Context: an optimization exercise on an open-source flow, tuned for small area, a short achievable clock period and few clock cycles. The choices shown serve that exercise and are no tape-out recipe.
RTL that was checked went through simulation tests only; none was proved equivalent to the original.
Power is estimated from default activity; no workload was simulated.

## v6
==> flow/design.v (excerpt) <==
module sdr_frame_tx (
    input  wire       clk,
    input  wire       rst,
    input  wire       in_valid,
    output wire       in_ready,
    input  wire [7:0] in_data,
    output wire       out_valid,
    input  wire       out_ready,
    output wire [7:0] out_data,
    output wire       done
);
clock: 15.0 ns
lec_check: 0
cap_margin: 20
core_margin: 2
core_utilization: 40
cts_cluster_diameter: 60
cts_cluster_size: 20
slew_margin: 20
standard.sh (not shown) runs the stock make flow with config.mk's settings and CLKGATE_MAP_FILE= SYNTH_SCRIPT=/design/flow/synth_recipe.tcl, a recipe that flattens the netlist after the stock synthesis.
==> flow/flow/run.sh <==
#!/bin/bash
# Standard layout, with timing repair aimed well below the 15 ns clock period
# (the constraints are unchanged; only repair_timing's setup margin grows).
set -euo pipefail
cd "$(dirname "$0")/.."
export SETUP_SLACK_MARGIN=11
bash standard.sh > standard_make.log 2>&1
v6 finished end to end and its layout was clean on timing, DRC and antenna.
Changes in v7 relative to v6:
Settings: CTS_CLUSTER_DIAMETER removed (was 60); CTS_CLUSTER_SIZE removed (was 20).
Findings:
- As far as number of synthesized register bits goes, v6 and v7 are indistinguishable; the numbers are identical.
- Delta (v7 minus v6): total power per unit cell area saw an increase, hold buffer count at CTS held, minimum clock period after layout up 11 ps.
- Highest clock rate of v6 is on par with v7.
No functional check of the RTL was part of any run of this note.

Another version of the RTL of sdr_frame_tx (not shown whole).
For scale: about 750 cells after synthesis, about 270 flip-flops, about 23 I/O pins.
export LEC_CHECK = 0
export CAP_MARGIN = 20
export CORE_MARGIN = 2
export CORE_UTILIZATION = 65
export CTS_CLUSTER_DIAMETER = 70
export CTS_CLUSTER_SIZE = 28
export SLEW_MARGIN = 20
create_clock -name core_clock -period 15.0 [get_ports {clk}]
==> flow/flow/run.sh <==
#!/bin/bash
# Standard layout (standard.sh's make command), with two changes that keep the
# constraints as they are:
#  - synthesis maps the logic with an area-oriented ABC script (area.abc);
#  - timing repair aims well below the 15 ns clock period (setup margin 11 ns).
set -euo pipefail
cd "$(dirname "$0")/.."
W=$(pwd)
export SETUP_SLACK_MARGIN=11.1
export BUFFER_PORTS_ARGS="-buffer_cell sky130_fd_sc_hd__buf_1"
export AREA_ABC_SCRIPT=$W/flow/area.abc
export FLOW_SYNTH_TCL=$W/synth_recipe.tcl
sed "s#SYNTH_SCRIPT=[^ ]*synth_recipe.tcl#SYNTH_SCRIPT=$W/flow/area_synth.tcl#" standard.sh > area_standard.sh
grep -q "SYNTH_SCRIPT=$W/flow/area_synth.tcl" area_standard.sh
bash area_standard.sh > standard_make.log 2>&1
==> flow/flow/area.abc <==
&get -n
&st
&dch
&nf -R 1000 -p
&put
==> flow/flow/area_synth.tcl <==
# The standard flow's synthesis (synth_recipe.tcl, sourced unchanged), with only the ABC
# mapping script replaced by an area-oriented one (flow/area.abc). The
# registers, their names and cell types come out as in the standard
# synthesis; only the combinational mapping differs.
proc abc {args} {
  set i [lsearch $args -script]
  if {$i >= 0} {
    set args [lreplace $args [expr {$i + 1}] [expr {$i + 1}] $::env(AREA_ABC_SCRIPT)]
  }
  yosys abc {*}$args
}
source $::env(FLOW_SYNTH_TCL)
The baseline finished clean.
Testbench counts at the start, summed over its fixed seeds: cycles 32,640.
Then changed:
--- a/flow/flow/run.sh
+++ b/flow/flow/run.sh
@@ -9 +9 @@
-export SETUP_SLACK_MARGIN=11.1
+export SETUP_SLACK_MARGIN=11
- CTS_BUF_LIST: not set -> sky130_fd_sc_hd__clkbuf_4
- CTS_CLUSTER_DIAMETER: 70 -> 45
- CTS_CLUSTER_SIZE: 28 -> 12
Wire length went down by 4.1%.
Combinational power barely changes.
Non-clock buffer count is lower by 4.
Core utilization is lower by 1.4 points.
Sequential power is about the same.
Via count is lower by 1.7%.
Sequential share of layout area is higher by 1.1 points.
Final area shrinks by 1.9%.
Then changed:
- CTS_BUF_LIST: sky130_fd_sc_hd__clkbuf_4 -> sky130_fd_sc_hd__clkbuf_8
- CTS_CLUSTER_DIAMETER: 45 -> 55
- CTS_CLUSTER_SIZE: 12 -> 20
- The changed run finished with timing, DRC and antenna clean
- critical path depth is unchanged
- final cell count went down by 1.0%
- wire length went up by 1.9%
- hold slack gets better by 18 ps
- sequential share of layout area went down by 0.47 points
Then changed:
- CTS_BUF_LIST: sky130_fd_sc_hd__clkbuf_8 -> not set
- CTS_CLUSTER_DIAMETER: 55 -> 70
- CTS_CLUSTER_SIZE: 20 -> 28
After rerunning:
- The changed run went through all stages and came out clean
- first-iteration DRC count drops by 5.2%
- clock-buffer cell count drops by 5
- worst setup slack gains 25 ps
- final cell count drops by 0.93%
- register-to-register slack stays flat
- power climbs by 2.5%
- global-route usage barely changes
- core utilization drops by 0.26 points

-- what the ideal ports hide --
How much do the figures lean on ideal ports? The routed layouts below were timed once more, with nothing changed but the port constraints.
Step 1: set_driving_cell puts a clkbuf_16 on clk and a buf_2 on each other input, an assumption about the parent block.
Step 2 adds t to the input delays and takes it off the output delays; t is the mean of the earliest and latest rising clock arrival at the registers after step 1. Input paths then give back, and output paths get back, about the clock's delay inside the block.
Three values: no drivers, after step 1, after step 2; two values: the first two.
run | shift t [ns] | slack for setup (ns) | clock arrival spread, ns | worst slew at a driven data input, ns | pins driven straight from the clock port
v6 | 0.562 | 10.966 / 10.918 / 10.507 | 0.030 / 0.029 | 0.04 | 1
v7 | 0.589 | 10.955 / 10.906 / 10.489 | 0.015 / 0.015 | 0.04 | 1
the first run of note 2 | 0.513 | 11.030 / 10.989 / 10.668 | 0.033 / 0.034 | 0.03 | 1
the second run of note 2 | 0.697 | 10.849 / 10.816 / 10.493 | 0.033 / 0.033 | 0.03 | 1
the third run of note 2 | 0.564 | 11.013 / 10.974 / 10.547 | 0.017 / 0.018 | 0.03 | 1
the fourth run of note 2 | 0.522 | 11.038 / 10.992 / 10.613 | 0.021 / 0.020 | 0.03 | 1
After both steps setup and hold are still met in every run listed.
